This design comes from an exercise in tuning for small area, a short achievable clock period and few clock cycles per item on the open sky130 flow, not from production work. In this exercise RTL edits were held to simulation tests only and were not proved equivalent to the original.

==> design.v <==
module aes_g_xor (input a, input b, output y);
  assign y = a ^ b;
endmodule
module aes_g_xnor (input a, input b, output y);
  assign y = ~(a ^ b);
endmodule
module aes_g_nand (input a, input b, output y);
  assign y = ~(a & b);
endmodule
module aes_g_nor (input a, input b, output y);
  assign y = ~(a | b);
endmodule
module aes_g_andn (input a, input b, output y);
  assign y = ~a & b;
endmodule
module aes_sbox (
  input  [7:0] x,
  output [7:0] y
);
  wire U0 = x[7], U1 = x[6], U2 = x[5], U3 = x[4];
  wire U4 = x[3], U5 = x[2], U6 = x[1], U7 = x[0];
  wire T1;
  aes_g_xor g0 (.a(U0), .b(U3), .y(T1));
  wire T2;
  aes_g_xor g1 (.a(U0), .b(U5), .y(T2));
  wire T3;
  aes_g_xor g2 (.a(U0), .b(U6), .y(T3));
  wire T4;
  aes_g_xor g3 (.a(U3), .b(U5), .y(T4));
  wire T5;
  aes_g_xor g4 (.a(U4), .b(U6), .y(T5));
  wire T6;
  aes_g_xor g5 (.a(T1), .b(T5), .y(T6));
  wire T7;
  aes_g_xor g6 (.a(U1), .b(U2), .y(T7));
  wire T8;
  aes_g_xor g7 (.a(U7), .b(T6), .y(T8));
  wire T9;
  aes_g_xor g8 (.a(U7), .b(T7), .y(T9));
  wire T10;
  aes_g_xor g9 (.a(T6), .b(T7), .y(T10));
  wire T11;
  aes_g_xor g10 (.a(U1), .b(U5), .y(T11));
  wire T12;
  aes_g_xnor g11 (.a(U2), .b(U5), .y(T12));
  wire T13;
  aes_g_xor g12 (.a(T3), .b(T4), .y(T13));
  wire T14;
  aes_g_xor g13 (.a(T6), .b(T11), .y(T14));
  wire T15;
  aes_g_xor g14 (.a(T5), .b(T11), .y(T15));
  wire T16;
  aes_g_xnor g15 (.a(T5), .b(T12), .y(T16));
  wire T17;
  aes_g_xor g16 (.a(T9), .b(T16), .y(T17));
  wire T18;
  aes_g_xor g17 (.a(U3), .b(U7), .y(T18));
  wire T19;
  aes_g_xor g18 (.a(T7), .b(T18), .y(T19));
  wire T20;
  aes_g_xor g19 (.a(T1), .b(T19), .y(T20));
  wire T21;
  aes_g_xor g20 (.a(U6), .b(U7), .y(T21));
  wire T22;
  aes_g_xor g21 (.a(T7), .b(T21), .y(T22));
  wire T23;
  aes_g_xor g22 (.a(T2), .b(T22), .y(T23));
  wire T24;
  aes_g_xor g23 (.a(T2), .b(T10), .y(T24));
  wire T25;
  aes_g_xor g24 (.a(T20), .b(T17), .y(T25));
  wire T26;
  aes_g_xor g25 (.a(T3), .b(T16), .y(T26));
  wire T27;
  aes_g_xnor g26 (.a(T1), .b(T12), .y(T27));
  wire M1;
  aes_g_nand g27 (.a(T13), .b(T6), .y(M1));
  wire M2;
  aes_g_nand g28 (.a(T23), .b(T8), .y(M2));
  wire M3;
  aes_g_xor g29 (.a(T14), .b(M1), .y(M3));
  wire M4;
  aes_g_nand g30 (.a(T19), .b(U7), .y(M4));
  wire M5;
  aes_g_xnor g31 (.a(M4), .b(M1), .y(M5));
  wire M6;
  aes_g_nand g32 (.a(T3), .b(T16), .y(M6));
  wire M7;
  aes_g_nand g33 (.a(T22), .b(T9), .y(M7));
  wire M8;
  aes_g_xor g34 (.a(T26), .b(M6), .y(M8));
  wire M9;
  aes_g_nand g35 (.a(T20), .b(T17), .y(M9));
  wire M10;
  aes_g_xor g36 (.a(M9), .b(M6), .y(M10));
  wire M11;
  aes_g_nand g37 (.a(T1), .b(T15), .y(M11));
  wire M12;
  aes_g_nand g38 (.a(T4), .b(T27), .y(M12));
  wire M13;
  aes_g_xor g39 (.a(M12), .b(M11), .y(M13));
  wire M14;
  aes_g_nand g40 (.a(T2), .b(T10), .y(M14));
  wire M15;
  aes_g_xor g41 (.a(M14), .b(M11), .y(M15));
  wire M16;
  aes_g_xnor g42 (.a(M3), .b(M2), .y(M16));
  wire M17;
  aes_g_xnor g43 (.a(M5), .b(T24), .y(M17));
  wire M18;
  aes_g_xnor g44 (.a(M8), .b(M7), .y(M18));
  wire M19;
  aes_g_xnor g45 (.a(M10), .b(M15), .y(M19));
  wire M20;
  aes_g_xnor g46 (.a(M16), .b(M13), .y(M20));
  wire M21;
  aes_g_xor g47 (.a(M17), .b(M15), .y(M21));
  wire M22;
  aes_g_xnor g48 (.a(M18), .b(M13), .y(M22));
  wire M23;
  aes_g_xnor g49 (.a(M19), .b(T25), .y(M23));
  wire M24;
  aes_g_xnor g50 (.a(M22), .b(M23), .y(M24));
  wire M25;
  aes_g_nand g51 (.a(M22), .b(M20), .y(M25));
  wire M26;
  aes_g_xor g52 (.a(M21), .b(M25), .y(M26));
  wire M27;
  aes_g_xnor g53 (.a(M20), .b(M21), .y(M27));
  wire M28;
  aes_g_xor g54 (.a(M23), .b(M25), .y(M28));
  wire M29;
  aes_g_nor g55 (.a(M28), .b(M27), .y(M29));
  wire M30;
  aes_g_nor g56 (.a(M26), .b(M24), .y(M30));
  wire M31;
  aes_g_nand g57 (.a(M20), .b(M23), .y(M31));
  wire M32;
  aes_g_nor g58 (.a(M27), .b(M31), .y(M32));
  wire M33;
  aes_g_xor g59 (.a(M27), .b(M25), .y(M33));
  wire M34;
  aes_g_nand g60 (.a(M21), .b(M22), .y(M34));
  wire M35;
  aes_g_nor g61 (.a(M24), .b(M34), .y(M35));
  wire M36;
  aes_g_xor g62 (.a(M24), .b(M25), .y(M36));
  wire M37;
  aes_g_xor g63 (.a(M21), .b(M29), .y(M37));
  wire M38;
  aes_g_xor g64 (.a(M32), .b(M33), .y(M38));
  wire M39;
  aes_g_xor g65 (.a(M23), .b(M30), .y(M39));
  wire M40;
  aes_g_xor g66 (.a(M35), .b(M36), .y(M40));
  wire M41;
  aes_g_xor g67 (.a(M38), .b(M40), .y(M41));
  wire M42;
  aes_g_xor g68 (.a(M37), .b(M39), .y(M42));
  wire M43;
  aes_g_xor g69 (.a(M37), .b(M38), .y(M43));
  wire M44;
  aes_g_xor g70 (.a(M39), .b(M40), .y(M44));
  wire M45;
  aes_g_xor g71 (.a(M42), .b(M41), .y(M45));
  wire M46;
  aes_g_nand g72 (.a(M44), .b(T6), .y(M46));
  wire M47;
  aes_g_nand g73 (.a(M40), .b(T8), .y(M47));
  wire M48;
  aes_g_nand g74 (.a(M39), .b(U7), .y(M48));
  wire M49;
  aes_g_nand g75 (.a(M43), .b(T16), .y(M49));
  wire M50;
  aes_g_nand g76 (.a(M38), .b(T9), .y(M50));
  wire M51;
  aes_g_nand g77 (.a(M37), .b(T17), .y(M51));
  wire M52;
  aes_g_nand g78 (.a(M42), .b(T15), .y(M52));
  wire M53;
  aes_g_nand g79 (.a(M45), .b(T27), .y(M53));
  wire M54;
  aes_g_nand g80 (.a(M41), .b(T10), .y(M54));
  wire M55;
  aes_g_nand g81 (.a(M44), .b(T13), .y(M55));
  wire M56;
  aes_g_nand g82 (.a(M40), .b(T23), .y(M56));
  wire M57;
  aes_g_nand g83 (.a(M39), .b(T19), .y(M57));
  wire M58;
  aes_g_nand g84 (.a(M43), .b(T3), .y(M58));
  wire M59;
  aes_g_nand g85 (.a(M38), .b(T22), .y(M59));
  wire M60;
  aes_g_nand g86 (.a(M37), .b(T20), .y(M60));
  wire M61;
  aes_g_nand g87 (.a(M42), .b(T1), .y(M61));
  wire M62;
  aes_g_nand g88 (.a(M45), .b(T4), .y(M62));
  wire M63;
  aes_g_nand g89 (.a(M41), .b(T2), .y(M63));
  wire L0;
  aes_g_xor g90 (.a(M61), .b(M62), .y(L0));
  wire L1;
  aes_g_xnor g91 (.a(M50), .b(M56), .y(L1));
  wire L2;
  aes_g_xor g92 (.a(M46), .b(M48), .y(L2));
  wire L3;
  aes_g_xnor g93 (.a(M47), .b(M55), .y(L3));
  wire L4;
  aes_g_xor g94 (.a(M54), .b(M58), .y(L4));
  wire L5;
  aes_g_xnor g95 (.a(M49), .b(M61), .y(L5));
  wire L6;
  aes_g_xnor g96 (.a(M62), .b(L5), .y(L6));
  wire L7;
  aes_g_xor g97 (.a(M46), .b(L3), .y(L7));
  wire L8;
  aes_g_xnor g98 (.a(M51), .b(M59), .y(L8));
  wire L9;
  aes_g_xnor g99 (.a(M52), .b(M53), .y(L9));
  wire L10;
  aes_g_xnor g100 (.a(M53), .b(L4), .y(L10));
  wire L11;
  aes_g_xor g101 (.a(M60), .b(L2), .y(L11));
  wire L12;
  aes_g_xnor g102 (.a(M48), .b(M51), .y(L12));
  wire L13;
  aes_g_xor g103 (.a(M50), .b(L0), .y(L13));
  wire L14;
  aes_g_xnor g104 (.a(M52), .b(M61), .y(L14));
  wire L15;
  aes_g_xor g105 (.a(M55), .b(L1), .y(L15));
  wire L16;
  aes_g_xnor g106 (.a(M56), .b(L0), .y(L16));
  wire L17;
  aes_g_xor g107 (.a(M57), .b(L1), .y(L17));
  wire L18;
  aes_g_xor g108 (.a(M58), .b(L8), .y(L18));
  wire L19;
  aes_g_xnor g109 (.a(M63), .b(L4), .y(L19));
  wire L20;
  aes_g_xnor g110 (.a(L0), .b(L1), .y(L20));
  wire L21;
  aes_g_xnor g111 (.a(L1), .b(L7), .y(L21));
  wire L22;
  aes_g_xor g112 (.a(L3), .b(L12), .y(L22));
  wire L23;
  aes_g_xor g113 (.a(L18), .b(L2), .y(L23));
  wire L24;
  aes_g_xor g114 (.a(L15), .b(L9), .y(L24));
  wire L25;
  aes_g_xnor g115 (.a(L6), .b(L10), .y(L25));
  wire L26;
  aes_g_xnor g116 (.a(L7), .b(L9), .y(L26));
  wire L27;
  aes_g_xnor g117 (.a(L8), .b(L10), .y(L27));
  wire L28;
  aes_g_xnor g118 (.a(L11), .b(L14), .y(L28));
  wire L29;
  aes_g_xnor g119 (.a(L11), .b(L17), .y(L29));
  wire S0;
  aes_g_xor g120 (.a(L6), .b(L24), .y(S0));
  wire S1;
  aes_g_xnor g121 (.a(L16), .b(L26), .y(S1));
  wire S2;
  aes_g_xor g122 (.a(L19), .b(L28), .y(S2));
  wire S3;
  aes_g_xnor g123 (.a(L6), .b(L21), .y(S3));
  wire S4;
  aes_g_xor g124 (.a(L20), .b(L22), .y(S4));
  wire S5;
  aes_g_xor g125 (.a(L25), .b(L29), .y(S5));
  wire S6;
  aes_g_xor g126 (.a(L13), .b(L27), .y(S6));
  wire S7;
  aes_g_xor g127 (.a(L6), .b(L23), .y(S7));
  assign y = {S0, S1, S2, S3, S4, S5, S6, S7};
endmodule
module aes_sbox_pre (
  input  [7:0] xe,
  input  [7:0] xd,
  input        enc,
  output [7:0] y
);
  function [7:0] inv_aff(input [7:0] b);
    inv_aff = {b[6:0], b[7]} ^ {b[4:0], b[7:5]} ^ {b[1:0], b[7:2]} ^ 8'h05;
  endfunction
  assign y = enc ? xe : inv_aff(xd);
endmodule
module aes_x8 (input [7:0] a, input [7:0] b, output [7:0] y);
  assign y = a ^ b;
endmodule
module aes_xt (input [7:0] a, output [7:0] y);
  assign y = {a[6:0], 1'b0} ^ (a[7] ? 8'h1b : 8'h00);
endmodule
module aes_mc_col (
  input  [7:0] a0, a1, a2, a3,
  output [7:0] y0, y1, y2, y3
);
  wire [7:0] p01, p12, p23, p30, x0, x1, x2, x3, q0, q1, q2, q3;
  aes_x8 u_p01 (.a(a0), .b(a1), .y(p01));
  aes_x8 u_p12 (.a(a1), .b(a2), .y(p12));
  aes_x8 u_p23 (.a(a2), .b(a3), .y(p23));
  aes_x8 u_p30 (.a(a3), .b(a0), .y(p30));
  aes_xt u_x0 (.a(p01), .y(x0));
  aes_xt u_x1 (.a(p12), .y(x1));
  aes_xt u_x2 (.a(p23), .y(x2));
  aes_xt u_x3 (.a(p30), .y(x3));
  aes_x8 u_q0 (.a(a1), .b(p23), .y(q0));
  aes_x8 u_q1 (.a(a2), .b(p30), .y(q1));
  aes_x8 u_q2 (.a(a3), .b(p01), .y(q2));
  aes_x8 u_q3 (.a(a0), .b(p12), .y(q3));
  aes_x8 u_y0 (.a(q0), .b(x0), .y(y0));
  aes_x8 u_y1 (.a(q1), .b(x1), .y(y1));
  aes_x8 u_y2 (.a(q2), .b(x2), .y(y2));
  aes_x8 u_y3 (.a(q3), .b(x3), .y(y3));
endmodule
module aes_corr (
  input  [7:0] a0, a1, a2, a3,
  output [7:0] w, z
);
  function [7:0] m4(input [7:0] a);    
    m4 = {a[5:0], 2'b00} ^ (a[7] ? 8'h36 : 8'h00) ^ (a[6] ? 8'h1b : 8'h00);
  endfunction
  function [7:0] m8(input [7:0] a);    
    m8 = {a[4:0], 3'b000} ^ (a[7] ? 8'h6c : 8'h00) ^ (a[6] ? 8'h36 : 8'h00) ^ (a[5] ? 8'h1b : 8'h00);
  endfunction
  wire [7:0] e = a0 ^ a2;
  wire [7:0] f = a1 ^ a3;
  wire [7:0] s8 = m8(e ^ f);
  assign w = s8 ^ m4(e);
  assign z = s8 ^ m4(f);
endmodule
module aes_round_pre (
  input  [127:0] st_in,
  input          enc,
  output [127:0] u
);
  genvar i;
  generate
    for (i = 0; i < 16; i = i + 1) begin : g_pre
      localparam integer R = i % 4;
      localparam integer C = i / 4;
      localparam integer SE = R + 4 * ((C + R) % 4);       
      localparam integer SD = R + 4 * ((C - R + 4) % 4);   
      aes_sbox_pre u_pre (.xe(st_in[127-8*SE -: 8]), .xd(st_in[127-8*SD -: 8]),
                          .enc(enc), .y(u[127-8*i -: 8]));
    end
  endgenerate
endmodule
module aes_round1 (
  input  [127:0] u,
  output [127:0] sy
);
  genvar i;
  generate
    for (i = 0; i < 16; i = i + 1) begin : g_sub
      aes_sbox u_sbox (.x(u[127-8*i -: 8]), .y(sy[127-8*i -: 8]));
    end
  endgenerate
endmodule
module aes_round2 (
  input  [127:0] sy,
  input  [127:0] rkey,
  input  [3:0]   dec,
  input  [1:0]   last,
  output [127:0] st_out
);
  function [7:0] inv_aff(input [7:0] b);
    inv_aff = {b[6:0], b[7]} ^ {b[4:0], b[7:5]} ^ {b[1:0], b[7:2]} ^ 8'h05;
  endfunction
  wire [127:0] sb;     
  wire [127:0] ark;    
  wire [127:0] y;      
  wire [127:0] mc;
  wire [127:0] kk;     
  wire [127:0] mk;
  genvar i;
  generate
    for (i = 0; i < 16; i = i + 1) begin : g_byte
      localparam integer C = i / 4;
      assign sb[127-8*i -: 8] = dec[C] ? inv_aff(sy[127-8*i -: 8]) : sy[127-8*i -: 8];
      aes_x8 u_ark (.a(sb[127-8*i -: 8]), .b(rkey[127-8*i -: 8]), .y(ark[127-8*i -: 8]));
      assign y[127-8*i -: 8] = dec[C] ? ark[127-8*i -: 8] : sb[127-8*i -: 8];
      aes_x8 u_mk (.a(mc[127-8*i -: 8]), .b(kk[127-8*i -: 8]), .y(mk[127-8*i -: 8]));
      assign st_out[127-8*i -: 8] = last[C / 2] ? ark[127-8*i -: 8] : mk[127-8*i -: 8];
    end
    for (i = 0; i < 4; i = i + 1) begin : g_mix
      wire [7:0] w, z;
      aes_corr u_corr (.a0(y[127-32*i -: 8]), .a1(y[119-32*i -: 8]),
                       .a2(y[111-32*i -: 8]), .a3(y[103-32*i -: 8]), .w(w), .z(z));
      assign kk[127-32*i -: 32] = dec[i] ? {w, z, w, z} : rkey[127-32*i -: 32];
      aes_mc_col u_mc (.a0(y[127-32*i -: 8]), .a1(y[119-32*i -: 8]),
                       .a2(y[111-32*i -: 8]), .a3(y[103-32*i -: 8]),
                       .y0(mc[127-32*i -: 8]), .y1(mc[119-32*i -: 8]),
                       .y2(mc[111-32*i -: 8]), .y3(mc[103-32*i -: 8]));
    end
  endgenerate
endmodule
module aes_key_ctl_s (
  input            dec,
  input      [1:0] klen,
  input      [3:0] rnd,
  output reg [6:0] sin_sel
);
  always @(*) begin
    case ({dec, klen, rnd})
      7'b0000000: sin_sel = 7'b0100000;
      7'b0000001: sin_sel = 7'b0000001;
      7'b0000010: sin_sel = 7'b0000001;
      7'b0000011: sin_sel = 7'b0000001;
      7'b0000100: sin_sel = 7'b0000001;
      7'b0000101: sin_sel = 7'b0000001;
      7'b0000110: sin_sel = 7'b0000001;
      7'b0000111: sin_sel = 7'b0000001;
      7'b0001000: sin_sel = 7'b0000001;
      7'b0001001: sin_sel = 7'b0000001;
      7'b0001010: sin_sel = 7'b0000001;
      7'b0001011: sin_sel = 7'b0000001;
      7'b0001100: sin_sel = 7'b0000001;
      7'b0001101: sin_sel = 7'b0000001;
      7'b0001110: sin_sel = 7'b0000001;
      7'b0001111: sin_sel = 7'b0000001;
      7'b0010000: sin_sel = 7'b1000000;
      7'b0010001: sin_sel = 7'b0000001;
      7'b0010010: sin_sel = 7'b0000001;
      7'b0010011: sin_sel = 7'b0000010;
      7'b0010100: sin_sel = 7'b0000001;
      7'b0010101: sin_sel = 7'b0000001;
      7'b0010110: sin_sel = 7'b0000010;
      7'b0010111: sin_sel = 7'b0000001;
      7'b0011000: sin_sel = 7'b0000001;
      7'b0011001: sin_sel = 7'b0000010;
      7'b0011010: sin_sel = 7'b0000001;
      7'b0011011: sin_sel = 7'b0000001;
      7'b0011100: sin_sel = 7'b0000010;
      7'b0011101: sin_sel = 7'b0000001;
      7'b0011110: sin_sel = 7'b0000001;
      7'b0011111: sin_sel = 7'b0000010;
      7'b0100000: sin_sel = 7'b1000000;
      7'b0100001: sin_sel = 7'b0000001;
      7'b0100010: sin_sel = 7'b0000001;
      7'b0100011: sin_sel = 7'b0000001;
      7'b0100100: sin_sel = 7'b0000001;
      7'b0100101: sin_sel = 7'b0000001;
      7'b0100110: sin_sel = 7'b0000001;
      7'b0100111: sin_sel = 7'b0000001;
      7'b0101000: sin_sel = 7'b0000001;
      7'b0101001: sin_sel = 7'b0000001;
      7'b0101010: sin_sel = 7'b0000001;
      7'b0101011: sin_sel = 7'b0000001;
      7'b0101100: sin_sel = 7'b0000001;
      7'b0101101: sin_sel = 7'b0000001;
      7'b0101110: sin_sel = 7'b0000001;
      7'b0101111: sin_sel = 7'b0000001;
      7'b1000000: sin_sel = 7'b0000100;
      7'b1000001: sin_sel = 7'b0000100;
      7'b1000010: sin_sel = 7'b0000100;
      7'b1000011: sin_sel = 7'b0000100;
      7'b1000100: sin_sel = 7'b0000100;
      7'b1000101: sin_sel = 7'b0000100;
      7'b1000110: sin_sel = 7'b0000100;
      7'b1000111: sin_sel = 7'b0000100;
      7'b1001000: sin_sel = 7'b0000100;
      7'b1001001: sin_sel = 7'b0000100;
      7'b1001010: sin_sel = 7'b0000100;
      7'b1001011: sin_sel = 7'b0000100;
      7'b1001100: sin_sel = 7'b0000100;
      7'b1001101: sin_sel = 7'b0000100;
      7'b1001110: sin_sel = 7'b0000100;
      7'b1001111: sin_sel = 7'b0000100;
      7'b1010000: sin_sel = 7'b0000001;
      7'b1010001: sin_sel = 7'b0010000;
      7'b1010010: sin_sel = 7'b0001000;
      7'b1010011: sin_sel = 7'b0000001;
      7'b1010100: sin_sel = 7'b0010000;
      7'b1010101: sin_sel = 7'b0001000;
      7'b1010110: sin_sel = 7'b0000001;
      7'b1010111: sin_sel = 7'b0010000;
      7'b1011000: sin_sel = 7'b0001000;
      7'b1011001: sin_sel = 7'b0000001;
      7'b1011010: sin_sel = 7'b0010000;
      7'b1011011: sin_sel = 7'b0001000;
      7'b1011100: sin_sel = 7'b0000001;
      7'b1011101: sin_sel = 7'b0010000;
      7'b1011110: sin_sel = 7'b0001000;
      7'b1011111: sin_sel = 7'b0000001;
      7'b1100000: sin_sel = 7'b0001000;
      7'b1100001: sin_sel = 7'b0001000;
      7'b1100010: sin_sel = 7'b0001000;
      7'b1100011: sin_sel = 7'b0001000;
      7'b1100100: sin_sel = 7'b0001000;
      7'b1100101: sin_sel = 7'b0001000;
      7'b1100110: sin_sel = 7'b0001000;
      7'b1100111: sin_sel = 7'b0001000;
      7'b1101000: sin_sel = 7'b0001000;
      7'b1101001: sin_sel = 7'b0001000;
      7'b1101010: sin_sel = 7'b0001000;
      7'b1101011: sin_sel = 7'b0001000;
      7'b1101100: sin_sel = 7'b0001000;
      7'b1101101: sin_sel = 7'b0001000;
      7'b1101110: sin_sel = 7'b0001000;
      7'b1101111: sin_sel = 7'b0001000;
      default: sin_sel = 7'd0;
    endcase
  end
endmodule
module aes_key_ctl_x (
  input             dec,
  input      [1:0]  klen,
  input      [3:0]  rnd,
  output     [29:0] ctl
);
  reg [14:0] ctl_a;
  reg [14:0] ctl_b;
  always @(*) begin
    case ({dec, klen, rnd})
      7'b0000000: ctl_a = {5'b00001, 5'b00001, 5'b00001};
      7'b0000001: ctl_a = {5'b00001, 5'b00001, 5'b00001};
      7'b0000010: ctl_a = {5'b00001, 5'b00001, 5'b00001};
      7'b0000011: ctl_a = {5'b00001, 5'b00001, 5'b00001};
      7'b0000100: ctl_a = {5'b00001, 5'b00001, 5'b00001};
      7'b0000101: ctl_a = {5'b00001, 5'b00001, 5'b00001};
      7'b0000110: ctl_a = {5'b00001, 5'b00001, 5'b00001};
      7'b0000111: ctl_a = {5'b00001, 5'b00001, 5'b00001};
      7'b0001000: ctl_a = {5'b00001, 5'b00001, 5'b00001};
      7'b0001001: ctl_a = {5'b00001, 5'b00001, 5'b00001};
      7'b0001010: ctl_a = {5'b00001, 5'b00001, 5'b00001};
      7'b0001011: ctl_a = {5'b00001, 5'b00001, 5'b00001};
      7'b0001100: ctl_a = {5'b00001, 5'b00001, 5'b00001};
      7'b0001101: ctl_a = {5'b00001, 5'b00001, 5'b00001};
      7'b0001110: ctl_a = {5'b00001, 5'b00001, 5'b00001};
      7'b0001111: ctl_a = {5'b00001, 5'b00001, 5'b00001};
      7'b0010000: ctl_a = {5'b00001, 5'b00001, 5'b00001};
      7'b0010001: ctl_a = {5'b00010, 5'b00001, 5'b00001};
      7'b0010010: ctl_a = {5'b00001, 5'b00001, 5'b00001};
      7'b0010011: ctl_a = {5'b00010, 5'b00001, 5'b00010};
      7'b0010100: ctl_a = {5'b00010, 5'b00001, 5'b00001};
      7'b0010101: ctl_a = {5'b00001, 5'b00001, 5'b00001};
      7'b0010110: ctl_a = {5'b00010, 5'b00001, 5'b00010};
      7'b0010111: ctl_a = {5'b00010, 5'b00001, 5'b00001};
      7'b0011000: ctl_a = {5'b00001, 5'b00001, 5'b00001};
      7'b0011001: ctl_a = {5'b00010, 5'b00001, 5'b00010};
      7'b0011010: ctl_a = {5'b00010, 5'b00001, 5'b00001};
      7'b0011011: ctl_a = {5'b00001, 5'b00001, 5'b00001};
      7'b0011100: ctl_a = {5'b00010, 5'b00001, 5'b00010};
      7'b0011101: ctl_a = {5'b00010, 5'b00001, 5'b00001};
      7'b0011110: ctl_a = {5'b00001, 5'b00001, 5'b00001};
      7'b0011111: ctl_a = {5'b00010, 5'b00001, 5'b00010};
      7'b0100000: ctl_a = {5'b00001, 5'b00001, 5'b00001};
      7'b0100001: ctl_a = {5'b00001, 5'b00001, 5'b00001};
      7'b0100010: ctl_a = {5'b00001, 5'b00001, 5'b00001};
      7'b0100011: ctl_a = {5'b00001, 5'b00001, 5'b00001};
      7'b0100100: ctl_a = {5'b00001, 5'b00001, 5'b00001};
      7'b0100101: ctl_a = {5'b00001, 5'b00001, 5'b00001};
      7'b0100110: ctl_a = {5'b00001, 5'b00001, 5'b00001};
      7'b0100111: ctl_a = {5'b00001, 5'b00001, 5'b00001};
      7'b0101000: ctl_a = {5'b00001, 5'b00001, 5'b00001};
      7'b0101001: ctl_a = {5'b00001, 5'b00001, 5'b00001};
      7'b0101010: ctl_a = {5'b00001, 5'b00001, 5'b00001};
      7'b0101011: ctl_a = {5'b00001, 5'b00001, 5'b00001};
      7'b0101100: ctl_a = {5'b00001, 5'b00001, 5'b00001};
      7'b0101101: ctl_a = {5'b00001, 5'b00001, 5'b00001};
      7'b0101110: ctl_a = {5'b00001, 5'b00001, 5'b00001};
      7'b0101111: ctl_a = {5'b00001, 5'b00001, 5'b00001};
      7'b1000000: ctl_a = {5'b10000, 5'b01000, 5'b10000};
      7'b1000001: ctl_a = {5'b10000, 5'b01000, 5'b10000};
      7'b1000010: ctl_a = {5'b10000, 5'b01000, 5'b10000};
      7'b1000011: ctl_a = {5'b10000, 5'b01000, 5'b10000};
      7'b1000100: ctl_a = {5'b10000, 5'b01000, 5'b10000};
      7'b1000101: ctl_a = {5'b10000, 5'b01000, 5'b10000};
      7'b1000110: ctl_a = {5'b10000, 5'b01000, 5'b10000};
      7'b1000111: ctl_a = {5'b10000, 5'b01000, 5'b10000};
      7'b1001000: ctl_a = {5'b10000, 5'b01000, 5'b10000};
      7'b1001001: ctl_a = {5'b10000, 5'b01000, 5'b10000};
      7'b1001010: ctl_a = {5'b10000, 5'b01000, 5'b10000};
      7'b1001011: ctl_a = {5'b10000, 5'b01000, 5'b10000};
      7'b1001100: ctl_a = {5'b10000, 5'b01000, 5'b10000};
      7'b1001101: ctl_a = {5'b10000, 5'b01000, 5'b10000};
      7'b1001110: ctl_a = {5'b10000, 5'b01000, 5'b10000};
      7'b1001111: ctl_a = {5'b10000, 5'b01000, 5'b10000};
      7'b1010000: ctl_a = {5'b01000, 5'b00100, 5'b01000};
      7'b1010001: ctl_a = {5'b01000, 5'b00100, 5'b01000};
      7'b1010010: ctl_a = {5'b01000, 5'b10000, 5'b01000};
      7'b1010011: ctl_a = {5'b01000, 5'b00100, 5'b01000};
      7'b1010100: ctl_a = {5'b01000, 5'b00100, 5'b01000};
      7'b1010101: ctl_a = {5'b01000, 5'b10000, 5'b01000};
      7'b1010110: ctl_a = {5'b01000, 5'b00100, 5'b01000};
      7'b1010111: ctl_a = {5'b01000, 5'b00100, 5'b01000};
      7'b1011000: ctl_a = {5'b01000, 5'b10000, 5'b01000};
      7'b1011001: ctl_a = {5'b01000, 5'b00100, 5'b01000};
      7'b1011010: ctl_a = {5'b01000, 5'b00100, 5'b01000};
      7'b1011011: ctl_a = {5'b01000, 5'b10000, 5'b01000};
      7'b1011100: ctl_a = {5'b01000, 5'b00100, 5'b01000};
      7'b1011101: ctl_a = {5'b01000, 5'b00100, 5'b01000};
      7'b1011110: ctl_a = {5'b01000, 5'b10000, 5'b01000};
      7'b1011111: ctl_a = {5'b01000, 5'b00100, 5'b01000};
      7'b1100000: ctl_a = {5'b00100, 5'b00010, 5'b00100};
      7'b1100001: ctl_a = {5'b00100, 5'b00010, 5'b00100};
      7'b1100010: ctl_a = {5'b00100, 5'b00010, 5'b00100};
      7'b1100011: ctl_a = {5'b00100, 5'b00010, 5'b00100};
      7'b1100100: ctl_a = {5'b00100, 5'b00010, 5'b00100};
      7'b1100101: ctl_a = {5'b00100, 5'b00010, 5'b00100};
      7'b1100110: ctl_a = {5'b00100, 5'b00010, 5'b00100};
      7'b1100111: ctl_a = {5'b00100, 5'b00010, 5'b00100};
      7'b1101000: ctl_a = {5'b00100, 5'b00010, 5'b00100};
      7'b1101001: ctl_a = {5'b00100, 5'b00010, 5'b00100};
      7'b1101010: ctl_a = {5'b00100, 5'b00010, 5'b00100};
      7'b1101011: ctl_a = {5'b00100, 5'b00010, 5'b00100};
      7'b1101100: ctl_a = {5'b00100, 5'b00010, 5'b00100};
      7'b1101101: ctl_a = {5'b00100, 5'b00010, 5'b00100};
      7'b1101110: ctl_a = {5'b00100, 5'b00010, 5'b00100};
      7'b1101111: ctl_a = {5'b00100, 5'b00010, 5'b00100};
      default: ctl_a = 15'd0;
    endcase
  end
  always @(*) begin
    case ({dec, klen, rnd})
      7'b0000000: ctl_b = {3'b001, 3'b001, 1'b1, 8'h01};
      7'b0000001: ctl_b = {3'b001, 3'b100, 1'b1, 8'h02};
      7'b0000010: ctl_b = {3'b001, 3'b100, 1'b1, 8'h04};
      7'b0000011: ctl_b = {3'b001, 3'b100, 1'b1, 8'h08};
      7'b0000100: ctl_b = {3'b001, 3'b100, 1'b1, 8'h10};
      7'b0000101: ctl_b = {3'b001, 3'b100, 1'b1, 8'h20};
      7'b0000110: ctl_b = {3'b001, 3'b100, 1'b1, 8'h40};
      7'b0000111: ctl_b = {3'b001, 3'b100, 1'b1, 8'h80};
      7'b0001000: ctl_b = {3'b001, 3'b100, 1'b1, 8'h1b};
      7'b0001001: ctl_b = {3'b001, 3'b100, 1'b1, 8'h36};
      7'b0001010: ctl_b = {3'b001, 3'b100, 1'b1, 8'h6c};
      7'b0001011: ctl_b = {3'b001, 3'b100, 1'b1, 8'hd8};
      7'b0001100: ctl_b = {3'b001, 3'b100, 1'b1, 8'hab};
      7'b0001101: ctl_b = {3'b001, 3'b100, 1'b1, 8'h4d};
      7'b0001110: ctl_b = {3'b001, 3'b100, 1'b1, 8'h9a};
      7'b0001111: ctl_b = {3'b001, 3'b100, 1'b1, 8'h8d};
      7'b0010000: ctl_b = {3'b001, 3'b001, 1'b1, 8'h01};
      7'b0010001: ctl_b = {3'b001, 3'b010, 1'b0, 8'h00};
      7'b0010010: ctl_b = {3'b001, 3'b010, 1'b1, 8'h02};
      7'b0010011: ctl_b = {3'b001, 3'b010, 1'b1, 8'h04};
      7'b0010100: ctl_b = {3'b001, 3'b010, 1'b0, 8'h00};
      7'b0010101: ctl_b = {3'b001, 3'b010, 1'b1, 8'h08};
      7'b0010110: ctl_b = {3'b001, 3'b010, 1'b1, 8'h10};
      7'b0010111: ctl_b = {3'b001, 3'b010, 1'b0, 8'h00};
      7'b0011000: ctl_b = {3'b001, 3'b010, 1'b1, 8'h20};
      7'b0011001: ctl_b = {3'b001, 3'b010, 1'b1, 8'h40};
      7'b0011010: ctl_b = {3'b001, 3'b010, 1'b0, 8'h00};
      7'b0011011: ctl_b = {3'b001, 3'b010, 1'b1, 8'h80};
      7'b0011100: ctl_b = {3'b001, 3'b010, 1'b1, 8'h1b};
      7'b0011101: ctl_b = {3'b001, 3'b010, 1'b0, 8'h00};
      7'b0011110: ctl_b = {3'b001, 3'b010, 1'b1, 8'h36};
      7'b0011111: ctl_b = {3'b001, 3'b010, 1'b1, 8'h6c};
      7'b0100000: ctl_b = {3'b001, 3'b001, 1'b1, 8'h01};
      7'b0100001: ctl_b = {3'b001, 3'b001, 1'b1, 8'h01};
      7'b0100010: ctl_b = {3'b001, 3'b001, 1'b0, 8'h00};
      7'b0100011: ctl_b = {3'b001, 3'b001, 1'b1, 8'h02};
      7'b0100100: ctl_b = {3'b001, 3'b001, 1'b0, 8'h00};
      7'b0100101: ctl_b = {3'b001, 3'b001, 1'b1, 8'h04};
      7'b0100110: ctl_b = {3'b001, 3'b001, 1'b0, 8'h00};
      7'b0100111: ctl_b = {3'b001, 3'b001, 1'b1, 8'h08};
      7'b0101000: ctl_b = {3'b001, 3'b001, 1'b0, 8'h00};
      7'b0101001: ctl_b = {3'b001, 3'b001, 1'b1, 8'h10};
      7'b0101010: ctl_b = {3'b001, 3'b001, 1'b0, 8'h00};
      7'b0101011: ctl_b = {3'b001, 3'b001, 1'b1, 8'h20};
      7'b0101100: ctl_b = {3'b001, 3'b001, 1'b0, 8'h00};
      7'b0101101: ctl_b = {3'b001, 3'b001, 1'b1, 8'h40};
      7'b0101110: ctl_b = {3'b001, 3'b001, 1'b0, 8'h00};
      7'b0101111: ctl_b = {3'b001, 3'b001, 1'b1, 8'h80};
      7'b1000000: ctl_b = {3'b010, 3'b100, 1'b1, 8'h8d};
      7'b1000001: ctl_b = {3'b010, 3'b100, 1'b1, 8'h01};
      7'b1000010: ctl_b = {3'b010, 3'b100, 1'b1, 8'h02};
      7'b1000011: ctl_b = {3'b010, 3'b100, 1'b1, 8'h04};
      7'b1000100: ctl_b = {3'b010, 3'b100, 1'b1, 8'h08};
      7'b1000101: ctl_b = {3'b010, 3'b100, 1'b1, 8'h10};
      7'b1000110: ctl_b = {3'b010, 3'b100, 1'b1, 8'h20};
      7'b1000111: ctl_b = {3'b010, 3'b100, 1'b1, 8'h40};
      7'b1001000: ctl_b = {3'b010, 3'b100, 1'b1, 8'h80};
      7'b1001001: ctl_b = {3'b010, 3'b100, 1'b1, 8'h1b};
      7'b1001010: ctl_b = {3'b010, 3'b100, 1'b1, 8'h36};
      7'b1001011: ctl_b = {3'b010, 3'b100, 1'b1, 8'h6c};
      7'b1001100: ctl_b = {3'b010, 3'b100, 1'b1, 8'hd8};
      7'b1001101: ctl_b = {3'b010, 3'b100, 1'b1, 8'hab};
      7'b1001110: ctl_b = {3'b010, 3'b100, 1'b1, 8'h4d};
      7'b1001111: ctl_b = {3'b010, 3'b100, 1'b1, 8'h9a};
      7'b1010000: ctl_b = {3'b100, 3'b010, 1'b0, 8'h00};
      7'b1010001: ctl_b = {3'b010, 3'b010, 1'b1, 8'h01};
      7'b1010010: ctl_b = {3'b100, 3'b010, 1'b1, 8'h02};
      7'b1010011: ctl_b = {3'b100, 3'b010, 1'b0, 8'h00};
      7'b1010100: ctl_b = {3'b010, 3'b010, 1'b1, 8'h04};
      7'b1010101: ctl_b = {3'b100, 3'b010, 1'b1, 8'h08};
      7'b1010110: ctl_b = {3'b100, 3'b010, 1'b0, 8'h00};
      7'b1010111: ctl_b = {3'b010, 3'b010, 1'b1, 8'h10};
      7'b1011000: ctl_b = {3'b100, 3'b010, 1'b1, 8'h20};
      7'b1011001: ctl_b = {3'b100, 3'b010, 1'b0, 8'h00};
      7'b1011010: ctl_b = {3'b010, 3'b010, 1'b1, 8'h40};
      7'b1011011: ctl_b = {3'b100, 3'b010, 1'b1, 8'h80};
      7'b1011100: ctl_b = {3'b100, 3'b010, 1'b0, 8'h00};
      7'b1011101: ctl_b = {3'b010, 3'b010, 1'b1, 8'h1b};
      7'b1011110: ctl_b = {3'b100, 3'b010, 1'b1, 8'h36};
      7'b1011111: ctl_b = {3'b100, 3'b010, 1'b0, 8'h00};
      7'b1100000: ctl_b = {3'b010, 3'b001, 1'b0, 8'h00};
      7'b1100001: ctl_b = {3'b010, 3'b001, 1'b1, 8'h01};
      7'b1100010: ctl_b = {3'b010, 3'b001, 1'b0, 8'h00};
      7'b1100011: ctl_b = {3'b010, 3'b001, 1'b1, 8'h02};
      7'b1100100: ctl_b = {3'b010, 3'b001, 1'b0, 8'h00};
      7'b1100101: ctl_b = {3'b010, 3'b001, 1'b1, 8'h04};
      7'b1100110: ctl_b = {3'b010, 3'b001, 1'b0, 8'h00};
      7'b1100111: ctl_b = {3'b010, 3'b001, 1'b1, 8'h08};
      7'b1101000: ctl_b = {3'b010, 3'b001, 1'b0, 8'h00};
      7'b1101001: ctl_b = {3'b010, 3'b001, 1'b1, 8'h10};
      7'b1101010: ctl_b = {3'b010, 3'b001, 1'b0, 8'h00};
      7'b1101011: ctl_b = {3'b010, 3'b001, 1'b1, 8'h20};
      7'b1101100: ctl_b = {3'b010, 3'b001, 1'b0, 8'h00};
      7'b1101101: ctl_b = {3'b010, 3'b001, 1'b1, 8'h40};
      7'b1101110: ctl_b = {3'b010, 3'b001, 1'b0, 8'h00};
      7'b1101111: ctl_b = {3'b010, 3'b001, 1'b1, 8'h80};
      default: ctl_b = 15'd0;
    endcase
  end
  assign ctl = {ctl_a, ctl_b};
endmodule
module aes_key_sin (
  input  [255:0] r,
  input  [6:0]   sin_sel,    
  output [31:0]  sin
);
  wire [31:0] s2 = r[191:160], s3 = r[159:128];
  wire [31:0] s4 = r[127:96],  s5 = r[95:64],   s6 = r[63:32],   s7 = r[31:0];
  assign sin = ({32{sin_sel[0]}} & s7) | ({32{sin_sel[1]}} & (s3 ^ s2 ^ s7)) |
               ({32{sin_sel[2]}} & (s4 ^ s5)) | ({32{sin_sel[3]}} & s4) |
               ({32{sin_sel[4]}} & s6) | ({32{sin_sel[5]}} & s3) | ({32{sin_sel[6]}} & s5);
endmodule
module aes_key_sub (
  input  [31:0] sin,
  input         rot,
  input  [7:0]  rcon,
  output [31:0] t
);
  wire [31:0] sw;
  genvar i;
  generate
    for (i = 0; i < 4; i = i + 1) begin : g_sub
      aes_sbox u_sbox (.x(sin[31-8*i -: 8]), .y(sw[31-8*i -: 8]));
    end
  endgenerate
  assign t = rot ? ({sw[23:0], sw[31:24]} ^ {rcon, 24'h0}) : sw;
endmodule
module aes_key_step (
  input  [255:0] r,
  input  [31:0]  t,
  input  [36:0]  ctl,
  output [127:0] nw       
);
  wire [31:0] s0 = r[255:224], s1 = r[223:192], s2 = r[191:160], s3 = r[159:128];
  wire [31:0] s4 = r[127:96],  s5 = r[95:64],   s6 = r[63:32],   s7 = r[31:0];
  wire [4:0] x0s = ctl[29:25];
  wire [4:0] x1s = ctl[24:20];
  wire [4:0] x2s = ctl[19:15];
  wire [2:0] x3s = ctl[14:12];
  wire [2:0] bs  = ctl[11:9];
  wire [31:0] b0 = ({32{bs[0]}} & s0) | ({32{bs[1]}} & s2) | ({32{bs[2]}} & s4);
  wire [31:0] b1 = ({32{bs[0]}} & s1) | ({32{bs[1]}} & s3) | ({32{bs[2]}} & s5);
  wire [31:0] b2 = ({32{bs[0]}} & s2) | ({32{bs[1]}} & s4) | ({32{bs[2]}} & s6);
  wire [31:0] b3 = ({32{bs[0]}} & s3) | ({32{bs[1]}} & s5) | ({32{bs[2]}} & s7);
  wire [31:0] n0, n1, n2, n3;
  wire [31:0] x0 = ({32{x0s[0]}} & t)  | ({32{x0s[1]}} & s7) | ({32{x0s[2]}} & s1) |
                   ({32{x0s[3]}} & s3) | ({32{x0s[4]}} & s5);
  wire [31:0] x1 = ({32{x1s[0]}} & n0) | ({32{x1s[1]}} & s2) | ({32{x1s[2]}} & s4) |
                   ({32{x1s[3]}} & s6) | ({32{x1s[4]}} & t);
  wire [31:0] x2 = ({32{x2s[0]}} & n1) | ({32{x2s[1]}} & t)  | ({32{x2s[2]}} & s3) |
                   ({32{x2s[3]}} & s5) | ({32{x2s[4]}} & s7);
  wire [31:0] x3 = ({32{x3s[0]}} & n2) | ({32{x3s[1]}} & t)  | ({32{x3s[2]}} & s6);
  assign n0 = b0 ^ x0;
  assign n1 = b1 ^ x1;
  assign n2 = b2 ^ x2;
  assign n3 = b3 ^ x3;
  assign nw = {n0, n1, n2, n3};
endmodule
module aes_ecb_core (
  input              clk,
  input              rst,         
  input              key_load,    
  input      [1:0]   key_len,
  input      [255:0] key_in,
  input              blk_start,   
  input              decrypt,     
  input      [127:0] blk_in,
  output             ready,
  output reg         done,        
  output     [127:0] blk_out
);
  reg          ph;        
  reg  [1:0]   klen;      
  reg  [255:0] k0;        
  reg          k0x;       
  reg  [255:0] ke;        
  reg          kev;       
  reg  [127:0] ib;
  reg          ibv;
  reg          ibdec;
  reg  [127:0] x, y, ob;
  reg          xv, yv;
  reg  [127:0] rk;        
  reg          sdec;      
  reg          slast;     
  reg          sdec_p;    
  reg          sdec_n;    
  reg          slast_p;   
  reg          slast_n;   
  reg  [255:0] kr;        
  reg  [31:0]  ks;        
  reg  [31:0]  kt;        
  reg  [36:0]  kctl;      
  reg  [3:0]   kn;        
  reg          pact;      
  reg          kext;      
  reg          kprep;     
  reg          kph;       
  reg          pdec;      
  reg  [1:0]   pklen;
  reg          ecap;      
  reg          jstart;    
  wire [3:0] knr = (klen == 2'd0) ? 4'd10 : (klen == 2'd1) ? 4'd12 : 4'd14;
  wire [3:0] pnr = (pklen == 2'd0) ? 4'd10 : (pklen == 2'd1) ? 4'd12 : 4'd14;
  wire       last_n = (kn == (pdec ? 4'd0 : pnr));    
  wire [31:0]  t;
  wire [127:0] nw;
  aes_key_sub  u_ksub (.sin(ks), .rot(kctl[8]), .rcon(kctl[7:0]), .t(t));
  aes_key_step u_kstp (.r(kr), .t(kt), .ctl(kctl), .nw(nw));
  wire [255:0] kr_next = {kr[127:0], nw};
  wire [127:0] s1, s2, u;
  aes_round1 u_r1 (.u(x), .sy(s1));
  aes_round2 u_r2 (.sy(y), .rkey(rk), .dec({sdec_p, sdec_p, ~sdec_n, ~sdec_n}),
                   .last({slast_p, ~slast_n}), .st_out(s2));
  aes_round_pre u_pre (.st_in((go_a | go_b) ? (ib ^ rk0) : s2),
                       .enc((go_a | go_b) ? ~ibdec : ~sdec), .u(u));
  wire [127:0] rk0 = ibdec ? {ke[159:128], ke[191:160], ke[223:192], ke[255:224]} : k0[255:128];
  wire kfree   = ~kext & ~kprep & (~pact | slast);
  wire can_go  = ~ph & kfree & ibv;
  wire can_go1 = ph & ~kext & ~kprep & (~pact | last_n) & ibv & ~jstart;
  wire go_ext  = (can_go | can_go1) & ~k0x;
  wire go_prep = (can_go | can_go1) & k0x & ibdec & ~kev;
  wire go_a    = can_go & k0x & ~(ibdec & ~kev);           
  wire go_b    = ph & jstart & ibv & (ibdec == pdec);      
  wire kedge   = (ph == kph);
  wire step    = kedge & (kext | kprep | (pact & ~slast));
  wire cap     = step & ~pdec & (kprep | ecap) & (kn == pnr - 4'd1);
  wire fin     = yv & slast;
  wire [255:0] kr_n    = (go_ext | go_prep) ? k0 : go_a ? (ibdec ? ke : k0) :
                         step ? kr_next : kr;
  wire [3:0]   kn_n    = go_ext ? 4'd0 : go_prep ? 4'd1 : go_a ? (ibdec ? knr - 4'd1 : 4'd1) :
                         step ? (pdec ? kn - 4'd1 : kn + 4'd1) : kn;
  wire         pdec_n  = (go_ext | go_prep) ? 1'b0 : go_a ? ibdec : pdec;
  wire [1:0]   pklen_n = (go_ext | go_prep | go_a) ? klen : pklen;
  wire [6:0]   sin_n;
  wire [29:0]  ctlx_n;
  aes_key_ctl_s u_kcs (.dec(pdec_n), .klen(pklen_n), .rnd(kn_n), .sin_sel(sin_n));
  aes_key_ctl_x u_kcx (.dec(pdec_n), .klen(pklen_n), .rnd(kn_n), .ctl(ctlx_n));
  wire [36:0]  kctl_n = {sin_n, ctlx_n};
  wire [3:0]   kn_step = pdec ? kn - 4'd1 : kn + 4'd1;
  wire [6:0]   sin_step;
  wire [31:0]  ks_step;
  aes_key_ctl_s u_kcs2 (.dec(pdec), .klen(pklen), .rnd(kn_step), .sin_sel(sin_step));
  aes_key_sin u_ksin (.r(kr_next), .sin_sel(sin_step), .sin(ks_step));
  wire [31:0]  ks_n = go_ext ? ((klen == 2'd0) ? k0[159:128] : k0[95:64]) :
                      (go_prep | (go_a & ~ibdec)) ? k0[31:0] :
                      go_a ? ((klen == 2'd0) ? (ke[127:96] ^ ke[95:64]) : ke[127:96]) :
                      step ? ks_step : ks;
  assign ready   = ready_r;
  assign blk_out = ob;
  wire acc_key = key_load & ready_r;
  wire acc_blk = blk_start & ready_r & ~key_load;
  reg          ready_r;
  wire ph_nx     = ~ph;
  wire ibv_nx    = acc_blk | (ibv & ~(go_a | go_b));
  wire ibdec_nx  = acc_blk ? decrypt : ibdec;
  wire kext_nx   = go_ext | (kext & ~kedge);
  wire kprep_nx  = go_prep | (kprep & ~(kedge & (kn == pnr - 4'd1)));
  wire pact_nx   = go_a | (pact & ~(~ph & slast));
  wire slast_nx = ph ? last_n : slast;
  wire k0x_nx    = acc_key ? key_len[1] : (k0x | (kedge & kext));
  wire kev_nx    = ~acc_key & (kev | cap);
  wire jstart_nx = go_a;
  wire kfree_nx  = ~kext_nx & ~kprep_nx & (~pact_nx | slast_nx);
  wire go_a_nx   = ~ph_nx & kfree_nx & ibv_nx & k0x_nx & ~(ibdec_nx & ~kev_nx);
  wire go_b_nx   = ph_nx & jstart_nx & ibv_nx & (ibdec_nx == pdec_n);
  wire ready_nx  = ~ibv_nx | go_a_nx | go_b_nx;
  wire [255:0] ke_new = {kr_next[31:0], kr_next[63:32], kr_next[95:64], kr_next[127:96],
                         kr_next[159:128], kr_next[191:160], kr_next[223:192], kr_next[255:224]};
  always @(posedge clk) begin
    y  <= s1;
    x  <= u;
    kt <= t;
    ks <= ks_n;
    kctl <= kctl_n;
    ob <= s2;            
    if (ph) begin
      rk    <= pdec ? {kr[31:0], kr[63:32], kr[95:64], kr[127:96]} : kr[127:0];
      sdec  <= pdec;
      slast <= last_n;
      sdec_p  <= pdec;
      sdec_n  <= ~pdec;
      slast_p <= last_n;
      slast_n <= ~last_n;
    end
  end
  always @(posedge clk) begin
    if (rst) begin
      ph     <= 1'b0;
      xv     <= 1'b0;
      yv     <= 1'b0;
      done   <= 1'b0;
      ibv    <= 1'b0;
      kev    <= 1'b0;
      k0x    <= 1'b0;
      pact   <= 1'b0;
      kext   <= 1'b0;
      kprep  <= 1'b0;
      jstart <= 1'b0;
      ready_r <= 1'b1;
    end else begin
      ready_r <= ready_nx;
      ph   <= ~ph;
      done <= fin;
      yv   <= xv;
      xv   <= go_a | go_b | (yv & ~slast);
      if (acc_blk) begin
        ib    <= blk_in;
        ibv   <= 1'b1;
        ibdec <= decrypt;
      end else if (go_a | go_b)
        ibv <= 1'b0;
      kr    <= kr_n;
      kn    <= kn_n;
      pdec  <= pdec_n;
      pklen <= pklen_n;
      if (kedge) begin
        if (kext) kext <= 1'b0;
        if (kprep & (kn == pnr - 4'd1)) kprep <= 1'b0;
      end
      if (~ph & pact & slast) pact <= 1'b0;
      jstart <= go_a;
      if (go_ext | go_prep) kph <= ph;
      if (go_ext)  kext  <= 1'b1;
      if (go_prep) kprep <= 1'b1;
      if (go_a) begin
        pact <= 1'b1;
        ecap <= 1'b1;
        kph  <= 1'b0;
      end
      if (acc_key) begin
        k0   <= key_in;
        klen <= key_len;
        k0x  <= key_len[1];
        kev  <= 1'b0;
        ecap <= 1'b0;
      end else begin
        if (cap) begin
          ke  <= ke_new;
          kev <= 1'b1;
        end
        if (kedge & kext) begin
          if (pklen == 2'd0) k0[127:0] <= nw;
          else               k0[63:0]  <= nw[127:64];
          k0x <= 1'b1;
        end
      end
    end
  end
endmodule
==> run.sh <==
#!/bin/bash
# synth_recipe.tcl (not shown) runs the flow's synth.tcl, then flattens the netlist and writes it again
# the make line also repeats each setting of config.mk as NAME=value (left out here)
make -C /OpenROAD-flow-scripts/flow DESIGN_CONFIG=/design/flow/config.mk WORK_HOME=/design/flow/orfs CLKGATE_MAP_FILE= SYNTH_SCRIPT=/design/flow/synth_recipe.tcl finish
==> config.mk <==
export PLATFORM = sky130hd
export DESIGN_NAME = aes_ecb_core
export DESIGN_NICKNAME = aes_ecb_core
export VERILOG_FILES = /design/flow/design.v
export SDC_FILE = /design/flow/constraint.sdc
export NUM_CORES = 4
export LEC_CHECK = 0
export CAP_MARGIN = 20
export CORE_MARGIN = 2
export CORE_UTILIZATION = 40
export PLACE_DENSITY = 0.55
export SETUP_SLACK_MARGIN = 5
export SLEW_MARGIN = 20
export SYNTH_HIERARCHICAL = 1
==> constraint.sdc <==
create_clock -name core_clock -period 11.0 [get_ports {clk}]
set_input_delay 2.2000 -clock core_clock [delete_from_list [all_inputs] [get_ports {clk}]]
set_output_delay 2.2000 -clock core_clock [all_outputs]
set_load 0.01 [all_outputs]
==> run notes <==
==> worst max path at each step <==
| stage | from | end | slack (ns) | depth (start not counted) |
|---|---|---|---|---|
| 3_5_place_dp | sdec_n$_DFFE_PP_ | x[13]$_DFF_P_ | 4.96 | 16 |
| 5_1_grt | ks[1]$_DFFE_PP_ | kt[1]$_DFF_P_ | 4.97 | 17 |
| 3_3_place_gp | sdec_n$_DFFE_PP_ | x[13]$_DFF_P_ | 5.01 | 16 |
| 6_report | ks[1]$_DFFE_PP_ | kt[1]$_DFF_P_ | 5.25 | 17 |
| 4_1_cts | sdec_n$_DFFE_PP_ | x[2]$_DFF_P_ | 5.06 | 16 |
| 2_1_floorplan | key_load | ke[0]$_DFFE_PP_ | 1.73 | 5 |
==> through the flow <==
stage	utilization	hold WS (ns)
2_1_floorplan	-	0.4138
3_3_place_gp	0.4240	0.4297
3_5_place_dp	0.4240	0.4284
4_1_cts	0.4466	0.4446
5_1_grt	0.4470	0.4806
6_report	0.4471	0.4454
==> registers in the layout, indices dropped and copies added, names as in the netlist, 2 cells and up <==
signal and flops:
ib 128, k0 256, kctl 30, ke 256, klen 2, kn 4
kr 256, ks 32, kt 32, ob 128, pklen 2, rk 128
x 128, y 128
==> metal layers <==
layer | global-route usage | vias to the layer above
met5 | 0.005918 | -
met4 | 0.1761 | 10
met3 | 0.06292 | 1030
met2 | 0.4882 | 4795
met1 | 0.4198 | 43027
li1 | - | 37480
==> final cells by class <==
cell class,count,area (sq um),share of cell area
clock buffer,246,5213,0.04095
antenna,12,30.03,0.0002359
timing repair buffer,669,6543,0.05140
multi-input combinational,8174,67600,0.5311
inverter,152,586.8,0.004610
tap,3762,4707,0.03698
sequential,1531,41400,0.3252
clock inverter,102,1207,0.009485
==> repair_timing <==
action,CTS,global route
endpoints found under the setup margin,7,54
hold buffers,0,0
pin swaps,0,0
resized for setup,2,8
setup buffers,0,2
==> impl_metrics.csv <==
group,metric,value,unit
status,status,"complete, no violations",
placed_design,port_buffers,520,
drt,wl_met1,196200,um
yosys,syn_area,114200,sq um
yosys,ys_warn_count,12,
finish,nets,11124,
finish,design_area,127300,sq um
global_routing,track_usage,0.3183,
yosys,syn-mean-instance-area,10.74,sq um
drt,dr_wl_met3,42750,um
clocking,htreeDepth,4,
clocking,root_buffer,"clkbuf_16",
worst_setup_path,critPathKind,"reg -> reg",
drt,routed_wl,479900,um
finish,mostFrequentLayoutCell,"xor2_1",
worst_setup_path,endpoint_kind,"flop",
clocking,cts.sink_count,1531,
global_routing,grt_first_pass_wirelength,658500,um
min_path,hold_path_end,"yv$_SDFF_PP0_",
global_routing,grt_max_degree,206,
global_routing,antenna_found_initial,31,
die,dieArea,289800,sq um
global_routing,grt_pass1_vias,84158,
clocking,clk_latency,0.93,ns
timing,drv_slew,0,
yosys,netlist_instances,10632,
finish,stdcell_count,14648,
drt,ant_nets,0,
die,fp.dieW,538.4,um
timing,finalHoldViolCount,0,
min_path,worstHoldPathCells,1,
placed_design,placed_cell_area,120700,sq um
timing,finalCriticalPeriod,5.746,ns
clocking,clk_pin_slew,0.06,ns
worst_setup_path,cp-start-kind,"flop",
worst_setup_path,cpPeakStageDelay,0.58,ns
worst_setup_path,path_max_fanout,5,
die,io_pins,521,
worst_setup_path,worst-endpoint-required,11.83,ns
worst_setup_path,r2r_start,"ks[1]$_DFFE_PP_",
finish,layout_common_cells,"2123 x xor2_1, 1507 x nand2_1, 1072 x edfxtp_1",
timing,slew_headroom,0.07652,
die,fp.dieH,538.4,um
timing,fin_crit_sh,0.5223,
drt,drt_drc_violations_left,0,
global_routing,grt_overflow,0,
drt,wl_per_cell,32.76,um
placed_design,dp_cells,14284,
finish,syn_to_final_growth,11.44,%
finish,nFillCells,26416,
drt,routed_via_density,5.894,
die,coreArea,284700,sq um
worst_setup_path,reg2reg_depth,17,
drt,dr.pass1.iters,11,
min_path,hold_class,"reg -> reg",
clocking,clock_path_buffers,4,
worst_setup_path,path_cells,"xor2_1 > xor2_2 > xor2_1 > nand2_1 > xor2_1 > xnor2_1 > xnor2_1 > xnor2_1 > xor2_1 > xor2_1 > xor2_1 > xor2_1 > nand2_1 > xor2_1 > xor2_1 > xor2_1 > mux2_2",
clocking,cts_tree,"done",
timing,grt_setup_unrepaired,"false",
timing,setup_slack,5.254,ns
worst_setup_path,critPathMostFrequentCell,"xor2_1",
drt,top_layer,"met5",
die,start_util,0.4012,
timing,tns,0,ns
timing,clock-skew-final,0.1137,ns
placed_design,place_ws,4.956,ns
worst_setup_path,critPathSlowestCell,"xor2_1",
drt,drtIter0Drc,10932,
worst_setup_path,crit_family,"XOR/XNOR gates",
placed_design,gp_congestion,0.9661,
run,cap_violations,0,
yosys,synth_nets,11040,
drt,wl_met2,209000,um
min_path,min-delay-start,"xv$_SDFF_PP0_",
placed_design,hpwl,355500,um
clocking,numCtsBuffers,188,
worst_setup_path,r2r_slack,5.25,ns
die,num_rows,196,
drt,vias,86342,
timing,worst_slew_pin_slew,1.347,ns
timing,fmax,0.1740,GHz
worst_setup_path,path_buf_inv,0,
timing,setup_viol,0,
worst_setup_path,crit_arrival,6.57,ns
worst_setup_path,timing.rr.end,"kt[1]$_DFF_P_",
finish,drive_gt1_frac,0.1284,
Testbench counts, summed over its fixed seeds: cycles 16,073, items 1,080.

-- what the ideal ports hide --
Ports are ideal in the flow. The routed layout listed here was re-timed in OpenROAD. Step 1 (the two cells are an assumption about what drives the block):
set clk [get_ports {clk}]
set_driving_cell -lib_cell sky130_fd_sc_hd__clkbuf_16 $clk
set_driving_cell -lib_cell sky130_fd_sc_hd__buf_2 [delete_from_list [all_inputs] $clk]
Step 2 adds t to the input delays and takes it off the output delays; t is the mean of the earliest and latest rising clock arrival at the registers after step 1. Input paths then give back, and output paths get back, about the clock's delay inside the block. Three values: ideal, step 1, step 2; two values: the first two.
t, ns: 0.981
setup WS [ns]: 5.254 / 5.254 / 5.201
latest minus earliest clock arrival (ns): 0.122 / 0.122
After both steps setup and hold are still met in this run. The setup slack of this run moves by 0.000 ns with the drivers and by -0.053 ns with both steps.
